Context: an optimization exercise on an open-source flow, tuned for small area. The choices shown serve that exercise and are no tape-out recipe.
Function was checked by simulation only, so behaviour that the tests miss may differ from the original.
Power is estimated from default activity; no workload was simulated.

## north
Design uc1609_framer, start of the top module:
module uc1609_framer (
    input  wire        clk,
    input  wire        rst,           
    input  wire        req_valid,
    input  wire [31:0] req_word,
    output wire        req_ready,
    output wire        sts_valid,
    output wire [1:0]  sts_kind,      
    output wire [3:0]  sts_code,      
    output wire [3:0]  fault_code,
    output wire [31:0] fault_req,
    output reg         fm_re,
    output wire [16:0] fm_addr,
    input  wire [7:0]  fm_rdata,
    input  wire [16:0] fm_size,
    output wire        ev_valid,
    output wire [2:0]  ev_type,
    output reg  [7:0]  ev_data,
    input  wire        ev_ready
);
Size: ~1100 cells after synthesis, roughly 140 I/O pins, ~7800 sq um of cells after synthesis.
Settings: LEC_CHECK=0, CAP_MARGIN=20, CORE_MARGIN=2, CORE_UTILIZATION=40, SLEW_MARGIN=20; clock period 12.0 ns.
standard.sh (not shown) runs the stock make flow with config.mk's settings and CLKGATE_MAP_FILE= SYNTH_SCRIPT=/design/flow/synth_recipe.tcl, a recipe that flattens the netlist after the stock synthesis.
==> flow/flow/run.sh <==
#!/bin/bash
# Layout: the standard flow (standard.sh) with three changes:
#  1. after the standard synthesis, the combinational logic is mapped again by
#     ABC with area-oriented scripts (reabc.tcl; several scripts run, some
#     with ABC's time-limited &deepsyn, and the smallest result is kept); the
#     registers and the adder cells of the standard synthesis stay as they
#     are, with their names;
#  2. the port buffers are buf_1 cells;
#  3. timing-driven global placement does not keep its resizer changes
#     (GPL_KEEP_OVERFLOW=0); later repair steps run as usual.
# Each tool run writes its full output to a log file of its own in this folder.
set -euo pipefail
R=orfs/results/${FLOW_PLATFORM}/uc1609_framer/base
bash standard.sh synth > 1_standard_synth.log 2>&1
cp "$R/1_2_yosys.v" "$R/1_2_yosys_standard.v"
YOSYS=$(command -v yosys || echo "$FLOW_HOME/../tools/install/yosys/bin/yosys")
LIB="$FLOW_HOME/platforms/${FLOW_PLATFORM}/lib/sky130_fd_sc_hd__tt_025C_1v80.lib"
M="strash;dch;map,-a"
T="$M;$M;strash;dch;amap,-F,30,-A,30;topo;dnsize"
A="strash;dch;amap,-F,30,-A,30"
D="strash;&get,-n;&deepsyn"
SCRIPTS=(
  "+$M;$T"
  "+$D,-T,240,-S,7;&put;$D,-T,240,-S,11;&put;$T"
  "+$D,-T,240,-S,3;&put;$D,-T,240,-S,5;&put;$T"
  "+$D,-T,480,-S,7;&put;$M;$A;$A;topo;dnsize"
  "+$D,-T,240,-S,0;&put;$D,-T,240,-S,13;&put;$M;$A;$A;topo;dnsize"
)
for i in "${!SCRIPTS[@]}"; do
  ( REABC_IN="$R/1_2_yosys_standard.v" REABC_OUT="$R/1_2_yosys_reabc$i.v" REABC_LIB="$LIB" \
    REABC_TOP="$FLOW_TOP" REABC_SCRIPT="${SCRIPTS[$i]}" \
      "$YOSYS" -c flow/reabc.tcl > "2_reabc$i.log" 2>&1 || true ) &
done
wait
best=""
best_area=""
for i in "${!SCRIPTS[@]}"; do
  [[ -f "$R/1_2_yosys_reabc$i.v" ]] || continue
  area=$(grep "Chip area" "2_reabc$i.log" | tail -1 | awk '{print $NF}')
  [[ -n "$area" ]] || continue
  echo "script $i: area $area" >> 2_reabc_choice.log
  if [[ -z "$best" ]] || awk "BEGIN{exit !($area < $best_area)}"; then
    best=$i; best_area=$area
  fi
done
if [[ -n "$best" ]]; then
  echo "kept script $best (area $best_area)" >> 2_reabc_choice.log
  cp "$R/1_2_yosys_reabc$best.v" "$R/1_2_yosys.v"
else
  echo "no script succeeded, kept the standard netlist" >> 2_reabc_choice.log
fi
touch "$R/1_2_yosys.v"
GPL_KEEP_OVERFLOW=0 bash standard.sh BUFFER_PORTS_ARGS="-buffer_cell sky130_fd_sc_hd__buf_1" finish > 3_standard_finish.log 2>&1
Other scripts of this flow, unchanged in this note and not shown: flow/flow/reabc.tcl
north ended with every stage complete and zero timing, DRC or antenna violations.
Input changes introduced in south (baseline for comparison: north):
--- a/flow/flow/run.sh
+++ b/flow/flow/run.sh
@@ -1,4 +1,4 @@
 #!/bin/bash
-# Layout: the standard flow (standard.sh) with three changes:
+# Layout: the standard flow (standard.sh) with two changes:
 #  1. after the standard synthesis, the combinational logic is mapped again by
 #     ABC with area-oriented scripts (reabc.tcl; several scripts run, some
@@ -18,12 +18,9 @@
 M="strash;dch;map,-a"
 T="$M;$M;strash;dch;amap,-F,30,-A,30;topo;dnsize"
-A="strash;dch;amap,-F,30,-A,30"
-D="strash;&get,-n;&deepsyn"
 SCRIPTS=(
   "+$M;$T"
-  "+$D,-T,240,-S,7;&put;$D,-T,240,-S,11;&put;$T"
-  "+$D,-T,240,-S,3;&put;$D,-T,240,-S,5;&put;$T"
-  "+$D,-T,480,-S,7;&put;$M;$A;$A;topo;dnsize"
-  "+$D,-T,240,-S,0;&put;$D,-T,240,-S,13;&put;$M;$A;$A;topo;dnsize"
+  "+strash;&get,-n;&deepsyn,-T,240,-S,0;&put;$T"
+  "+strash;&get,-n;&deepsyn,-T,240,-S,7;&put;$T"
+  "+strash;&get,-n;&deepsyn,-T,240,-S,13;&put;$T"
 )
 for i in "${!SCRIPTS[@]}"; do
### Flow results
Looking at the reports, south completed the entire flow and the layout it produced met the timing, design-rule and antenna checks. | layout-stage area growth over the synthesis result | south vs north | 0.76 points higher |. Lower clock skew among south and north: north. Going from north to south, wire length per cell after detailed routing grew slightly. Relative to north, routed wire length has increased by 1.1 mm in south. Against north as the reference, south delivers a lower share of cell area taken by flip-flops and latches. south vs north: proportion of power drawn by combinational gates down in south. Portion of the clock cycle consumed by the worst path in the final layout is lower on south. In the flow results for south and north, the die area is larger on south. Summary of the comparison: transition at the pin with the smallest max-transition slack is higher in south, relative to north. south ends up with a mapped cell area that is 0.69% higher than in north.


uc1609_framer again, from the RTL that the note above started with.
// uc1609_framer
module uc1609_framer (
    input  wire        clk,
    input  wire        rst,           
    input  wire        req_valid,
    input  wire [31:0] req_word,
    output wire        req_ready,
    output wire        sts_valid,
    output wire [1:0]  sts_kind,      
    output wire [3:0]  sts_code,      
    output wire [3:0]  fault_code,
    output wire [31:0] fault_req,
    output reg         fm_re,
    output wire [16:0] fm_addr,
    input  wire [7:0]  fm_rdata,
    input  wire [16:0] fm_size,
    output wire        ev_valid,
    output wire [2:0]  ev_type,
    output reg  [7:0]  ev_data,
    input  wire        ev_ready
);
Settings: LEC_CHECK=0, CAP_MARGIN=20, CORE_MARGIN=2, CORE_UTILIZATION=40, CTS_BUF_LIST=sky130_fd_sc_hd__clkbuf_8 sky130_fd_sc_hd__clkbuf_16, SLEW_MARGIN=20; clock period 12.0 ns.
==> flow/flow/run.sh <==
#!/bin/bash
# Layout: the standard flow (standard.sh) with two changes:
#  1. after the standard synthesis, the combinational logic is mapped again by
#     ABC with area-oriented scripts (reabc.tcl; several scripts run, some
#     with ABC's time-limited &deepsyn, and the smallest result is kept); the
#     registers and the adder cells of the standard synthesis stay as they
#     are, with their names;
#  2. the port buffers are buf_1 cells;
#  3. timing-driven global placement does not keep its resizer changes
#     (GPL_KEEP_OVERFLOW=0); later repair steps run as usual.
# Each tool run writes its full output to a log file of its own in this folder.
set -euo pipefail
R=orfs/results/${FLOW_PLATFORM}/uc1609_framer/base
bash standard.sh synth > 1_standard_synth.log 2>&1
cp "$R/1_2_yosys.v" "$R/1_2_yosys_standard.v"
YOSYS=$(command -v yosys || echo "$FLOW_HOME/../tools/install/yosys/bin/yosys")
LIB="$FLOW_HOME/platforms/${FLOW_PLATFORM}/lib/sky130_fd_sc_hd__tt_025C_1v80.lib"
M="strash;dch;map,-a"
T="$M;$M;strash;dch;amap,-F,30,-A,30;topo;dnsize"
SCRIPTS=(
  "+$M;$T"
  "+strash;&get,-n;&deepsyn,-T,240,-S,0;&put;$T"
  "+strash;&get,-n;&deepsyn,-T,240,-S,7;&put;$T"
  "+strash;&get,-n;&deepsyn,-T,240,-S,13;&put;$T"
)
for i in "${!SCRIPTS[@]}"; do
  ( REABC_IN="$R/1_2_yosys_standard.v" REABC_OUT="$R/1_2_yosys_reabc$i.v" REABC_LIB="$LIB" \
    REABC_TOP="$FLOW_TOP" REABC_SCRIPT="${SCRIPTS[$i]}" \
      "$YOSYS" -c flow/reabc.tcl > "2_reabc$i.log" 2>&1 || true ) &
done
wait
best=""
best_area=""
for i in "${!SCRIPTS[@]}"; do
  [[ -f "$R/1_2_yosys_reabc$i.v" ]] || continue
  area=$(grep "Chip area" "2_reabc$i.log" | tail -1 | awk '{print $NF}')
  [[ -n "$area" ]] || continue
  echo "script $i: area $area" >> 2_reabc_choice.log
  if [[ -z "$best" ]] || awk "BEGIN{exit !($area < $best_area)}"; then
    best=$i; best_area=$area
  fi
done
if [[ -n "$best" ]]; then
  echo "kept script $best (area $best_area)" >> 2_reabc_choice.log
  cp "$R/1_2_yosys_reabc$best.v" "$R/1_2_yosys.v"
else
  echo "no script succeeded, kept the standard netlist" >> 2_reabc_choice.log
fi
touch "$R/1_2_yosys.v"
GPL_KEEP_OVERFLOW=0 bash standard.sh BUFFER_PORTS_ARGS="-buffer_cell sky130_fd_sc_hd__buf_1" finish > 3_standard_finish.log 2>&1
Other scripts of this flow, unchanged in this note and not shown: flow/flow/reabc.tcl
Then changed:
==> flow/flow/run.sh (replaced) <==
#!/bin/bash
# Layout: the standard flow (standard.sh) with two changes:
#  1. after the standard synthesis, the combinational logic is mapped again by
#     ABC with area-oriented scripts (reabc.tcl, a few scripts, the smallest
#     result is kept); the registers and the adder cells of the standard
#     synthesis stay as they are, with their names;
#  2. the port buffers are buf_1 cells.
# Each tool run writes its full output to a log file of its own in this folder.
set -euo pipefail
R=orfs/results/${FLOW_PLATFORM}/uc1609_framer/base
bash standard.sh synth > 1_standard_synth.log 2>&1
cp "$R/1_2_yosys.v" "$R/1_2_yosys_standard.v"
YOSYS=$(command -v yosys || echo "$FLOW_HOME/../tools/install/yosys/bin/yosys")
LIB="$FLOW_HOME/platforms/${FLOW_PLATFORM}/lib/sky130_fd_sc_hd__tt_025C_1v80.lib"
M="strash;dch;map,-a"
SCRIPTS=(
  "+$M;$M;$M;strash;dch;amap,-F,30,-A,30;topo;dnsize"
  "+$M;$M;$M;strash;dch;amap;topo;dnsize"
  "+$M;$M;$M;$M;$M;$M;topo;dnsize"
  "+$M;$M;$M;topo;dnsize"
)
best=""
best_area=""
for i in "${!SCRIPTS[@]}"; do
  REABC_IN="$R/1_2_yosys_standard.v" REABC_OUT="$R/1_2_yosys_reabc$i.v" REABC_LIB="$LIB" \
  REABC_TOP="$FLOW_TOP" REABC_SCRIPT="${SCRIPTS[$i]}" \
    "$YOSYS" -c flow/reabc.tcl > "2_reabc$i.log" 2>&1 || continue
  area=$(grep "Chip area" "2_reabc$i.log" | tail -1 | awk '{print $NF}')
  echo "script $i: area $area" >> 2_reabc_choice.log
  if [[ -z "$best" ]] || awk "BEGIN{exit !($area < $best_area)}"; then
    best=$i; best_area=$area
  fi
done
if [[ -n "$best" ]]; then
  echo "kept script $best (area $best_area)" >> 2_reabc_choice.log
  cp "$R/1_2_yosys_reabc$best.v" "$R/1_2_yosys.v"
else
  echo "no script succeeded, kept the standard netlist" >> 2_reabc_choice.log
fi
touch "$R/1_2_yosys.v"
bash standard.sh BUFFER_PORTS_ARGS="-buffer_cell sky130_fd_sc_hd__buf_1" finish > 3_standard_finish.log 2>&1
Settings changed: CTS_BUF_LIST sky130_fd_sc_hd__clkbuf_8 sky130_fd_sc_hd__clkbuf_16 to unset, GPL_TIMING_DRIVEN set to 0.
Effect: Now the flow ran to the end with violations: max-capacitance violations, max-slew violations; hold slack degrades by 0.0040 ns; maximum frequency falls slightly; via count rises by about a fifth; first-iteration DRC count rises slightly; setup slack degrades by 0.18 ns; power rises by about a fifth; global-route usage rises by 1.1 points; clock skew falls by 0.0043 ns; utilization rises by 1.6 points.
Then changed:
==> flow/flow/run.sh (replaced) <==
#!/bin/bash
# Layout: the standard flow (standard.sh) with two changes:
#  1. after the standard synthesis, the combinational logic is mapped again by
#     ABC with area-oriented scripts (reabc.tcl; several scripts run, some
#     with ABC's time-limited &deepsyn, and the smallest result is kept); the
#     registers and the adder cells of the standard synthesis stay as they
#     are, with their names;
#  2. the port buffers are buf_1 cells.
# Each tool run writes its full output to a log file of its own in this folder.
set -euo pipefail
R=orfs/results/${FLOW_PLATFORM}/uc1609_framer/base
bash standard.sh synth > 1_standard_synth.log 2>&1
cp "$R/1_2_yosys.v" "$R/1_2_yosys_standard.v"
YOSYS=$(command -v yosys || echo "$FLOW_HOME/../tools/install/yosys/bin/yosys")
LIB="$FLOW_HOME/platforms/${FLOW_PLATFORM}/lib/sky130_fd_sc_hd__tt_025C_1v80.lib"
M="strash;dch;map,-a"
T="$M;$M;strash;dch;amap,-F,30,-A,30;topo;dnsize"
SCRIPTS=(
  "+$M;$T"
  "+strash;&get,-n;&deepsyn,-T,240,-S,0;&put;$T"
  "+strash;&get,-n;&deepsyn,-T,240,-S,7;&put;$T"
  "+strash;&get,-n;&deepsyn,-T,240,-S,13;&put;$T"
)
for i in "${!SCRIPTS[@]}"; do
  ( REABC_IN="$R/1_2_yosys_standard.v" REABC_OUT="$R/1_2_yosys_reabc$i.v" REABC_LIB="$LIB" \
    REABC_TOP="$FLOW_TOP" REABC_SCRIPT="${SCRIPTS[$i]}" \
      "$YOSYS" -c flow/reabc.tcl > "2_reabc$i.log" 2>&1 || true ) &
done
wait
best=""
best_area=""
for i in "${!SCRIPTS[@]}"; do
  [[ -f "$R/1_2_yosys_reabc$i.v" ]] || continue
  area=$(grep "Chip area" "2_reabc$i.log" | tail -1 | awk '{print $NF}')
  [[ -n "$area" ]] || continue
  echo "script $i: area $area" >> 2_reabc_choice.log
  if [[ -z "$best" ]] || awk "BEGIN{exit !($area < $best_area)}"; then
    best=$i; best_area=$area
  fi
done
if [[ -n "$best" ]]; then
  echo "kept script $best (area $best_area)" >> 2_reabc_choice.log
  cp "$R/1_2_yosys_reabc$best.v" "$R/1_2_yosys.v"
else
  echo "no script succeeded, kept the standard netlist" >> 2_reabc_choice.log
fi
touch "$R/1_2_yosys.v"
GPL_KEEP_OVERFLOW=0 bash standard.sh BUFFER_PORTS_ARGS="-buffer_cell sky130_fd_sc_hd__buf_1" finish > 3_standard_finish.log 2>&1
Settings changed: CORE_UTILIZATION 40 to 65, GPL_TIMING_DRIVEN 0 to unset, PLACE_DENSITY set to 0.8.
Outcome: Now the flow finished with timing, DRC and antenna clean; worst hold slack is worse by 0.0035 ns; wire length drops by 18%; final cell count went down by 21%; synthesized area is lower by 9.2%; critical path depth stays the same; total power came out lower by 19%; first-iteration DRC count increases by 85%; die area is lower by 43%.
Then changed:
==> flow/flow/run.sh (replaced) <==
#!/bin/bash
# Layout: the standard flow (standard.sh) with two changes:
#  1. after the standard synthesis, the combinational logic is mapped again by
#     ABC with area-oriented scripts (reabc.tcl, a few scripts, the smallest
#     result is kept); the registers and the adder cells of the standard
#     synthesis stay as they are, with their names;
#  2. the port buffers are buf_1 cells.
# Each tool run writes its full output to a log file of its own in this folder.
set -euo pipefail
R=orfs/results/${FLOW_PLATFORM}/uc1609_framer/base
bash standard.sh synth > 1_standard_synth.log 2>&1
cp "$R/1_2_yosys.v" "$R/1_2_yosys_standard.v"
YOSYS=$(command -v yosys || echo "$FLOW_HOME/../tools/install/yosys/bin/yosys")
LIB="$FLOW_HOME/platforms/${FLOW_PLATFORM}/lib/sky130_fd_sc_hd__tt_025C_1v80.lib"
M="strash;dch;map,-a"
SCRIPTS=(
  "+$M;$M;$M;strash;dch;amap,-F,30,-A,30;topo;dnsize"
  "+$M;$M;$M;strash;dch;amap;topo;dnsize"
  "+$M;$M;$M;$M;$M;$M;topo;dnsize"
  "+$M;$M;$M;topo;dnsize"
)
best=""
best_area=""
for i in "${!SCRIPTS[@]}"; do
  REABC_IN="$R/1_2_yosys_standard.v" REABC_OUT="$R/1_2_yosys_reabc$i.v" REABC_LIB="$LIB" \
  REABC_TOP="$FLOW_TOP" REABC_SCRIPT="${SCRIPTS[$i]}" \
    "$YOSYS" -c flow/reabc.tcl > "2_reabc$i.log" 2>&1 || continue
  area=$(grep "Chip area" "2_reabc$i.log" | tail -1 | awk '{print $NF}')
  echo "script $i: area $area" >> 2_reabc_choice.log
  if [[ -z "$best" ]] || awk "BEGIN{exit !($area < $best_area)}"; then
    best=$i; best_area=$area
  fi
done
if [[ -n "$best" ]]; then
  echo "kept script $best (area $best_area)" >> 2_reabc_choice.log
  cp "$R/1_2_yosys_reabc$best.v" "$R/1_2_yosys.v"
else
  echo "no script succeeded, kept the standard netlist" >> 2_reabc_choice.log
fi
touch "$R/1_2_yosys.v"
bash standard.sh BUFFER_PORTS_ARGS="-buffer_cell sky130_fd_sc_hd__buf_1" finish > 3_standard_finish.log 2>&1
Settings changed: CORE_UTILIZATION 65 to 40, PLACE_DENSITY 0.8 to unset.
After rerunning: The new run finished clean. Combinational power rises by well over a third. Clock-buffer cell count falls by 1. Hold slack stays flat. Sequential power rises by roughly a tenth. Die area rises by well over a third. Global-route usage falls by 16 points. Wire length rises by about a fifth. Utilization falls by 27 points. Critical path depth rises by 8. Power rises by a quarter to a third. Synthesized area rises by roughly a tenth.
Then changed:
==> flow/flow/run.sh (replaced) <==
#!/bin/bash
# Layout: the standard flow (standard.sh) with two changes:
#  1. after the standard synthesis, the combinational logic is mapped again by
#     ABC with area-oriented scripts (reabc.tcl; several scripts run, some
#     with ABC's time-limited &deepsyn, and the smallest result is kept); the
#     registers and the adder cells of the standard synthesis stay as they
#     are, with their names;
#  2. the port buffers are buf_1 cells.
# Each tool run writes its full output to a log file of its own in this folder.
set -euo pipefail
R=orfs/results/${FLOW_PLATFORM}/uc1609_framer/base
bash standard.sh synth > 1_standard_synth.log 2>&1
cp "$R/1_2_yosys.v" "$R/1_2_yosys_standard.v"
YOSYS=$(command -v yosys || echo "$FLOW_HOME/../tools/install/yosys/bin/yosys")
LIB="$FLOW_HOME/platforms/${FLOW_PLATFORM}/lib/sky130_fd_sc_hd__tt_025C_1v80.lib"
M="strash;dch;map,-a"
T="$M;$M;strash;dch;amap,-F,30,-A,30;topo;dnsize"
SCRIPTS=(
  "+$M;$T"
  "+strash;&get,-n;&deepsyn,-T,240,-S,0;&put;$T"
  "+strash;&get,-n;&deepsyn,-T,240,-S,7;&put;$T"
  "+strash;&get,-n;&deepsyn,-T,240,-S,13;&put;$T"
)
for i in "${!SCRIPTS[@]}"; do
  ( REABC_IN="$R/1_2_yosys_standard.v" REABC_OUT="$R/1_2_yosys_reabc$i.v" REABC_LIB="$LIB" \
    REABC_TOP="$FLOW_TOP" REABC_SCRIPT="${SCRIPTS[$i]}" \
      "$YOSYS" -c flow/reabc.tcl > "2_reabc$i.log" 2>&1 || true ) &
done
wait
best=""
best_area=""
for i in "${!SCRIPTS[@]}"; do
  [[ -f "$R/1_2_yosys_reabc$i.v" ]] || continue
  area=$(grep "Chip area" "2_reabc$i.log" | tail -1 | awk '{print $NF}')
  [[ -n "$area" ]] || continue
  echo "script $i: area $area" >> 2_reabc_choice.log
  if [[ -z "$best" ]] || awk "BEGIN{exit !($area < $best_area)}"; then
    best=$i; best_area=$area
  fi
done
if [[ -n "$best" ]]; then
  echo "kept script $best (area $best_area)" >> 2_reabc_choice.log
  cp "$R/1_2_yosys_reabc$best.v" "$R/1_2_yosys.v"
else
  echo "no script succeeded, kept the standard netlist" >> 2_reabc_choice.log
fi
touch "$R/1_2_yosys.v"
bash standard.sh BUFFER_PORTS_ARGS="-buffer_cell sky130_fd_sc_hd__buf_1" finish > 3_standard_finish.log 2>&1
After rerunning: The changed run completed with no timing, DRC or antenna violations. Setup slack is worse by 0.058 ns. Worst hold slack is better by 0.0066 ns. Via count is lower by 14%. Register-to-register slack loses 0.06 ns. Clock power fell by about 2%. Cell area shrinks by 9.3%.

## port drivers added, routing unchanged
No port has a modelled driver above. Below, the same layouts with a new extraction and two added sets of constraints. Step 1 (the two cells are an assumption about what drives the block):
set clk [get_ports {clk}]
set_driving_cell -lib_cell sky130_fd_sc_hd__clkbuf_16 $clk
set_driving_cell -lib_cell sky130_fd_sc_hd__buf_2 [delete_from_list [all_inputs] $clk]
Step 2 adds t to the input delays and takes it off the output delays; t is the mean of the earliest and latest rising clock arrival at the registers after step 1. Input paths then give back, and output paths get back, about the clock's delay inside the block. Slacks: no drivers / after step 1 / after step 2; pairs: no drivers / after step 1.
run | shift t [ns] | slack for setup (ns) | worst setup path after step 2 | pins driven straight from the clock port
north | 0.416 | 0.521 / 0.521 / 0.521 | register to register | 1
south | 0.419 | 0.708 / 0.708 / 0.708 | register to register | 1
the first run of note 2 | 0.419 | 0.708 / 0.708 / 0.708 | register to register | 1
the second run of note 2 | 0.413 | 0.527 / 0.527 / 0.527 | register to register | 1
the third run of note 2 | 0.422 | 0.371 / 0.371 / 0.371 | register to register | 1
the fourth run of note 2 | 0.417 | 0.880 / 0.880 / 0.880 | register to register | 1
the fifth run of note 2 | 0.413 | 0.822 / 0.822 / 0.822 | register to register | 1
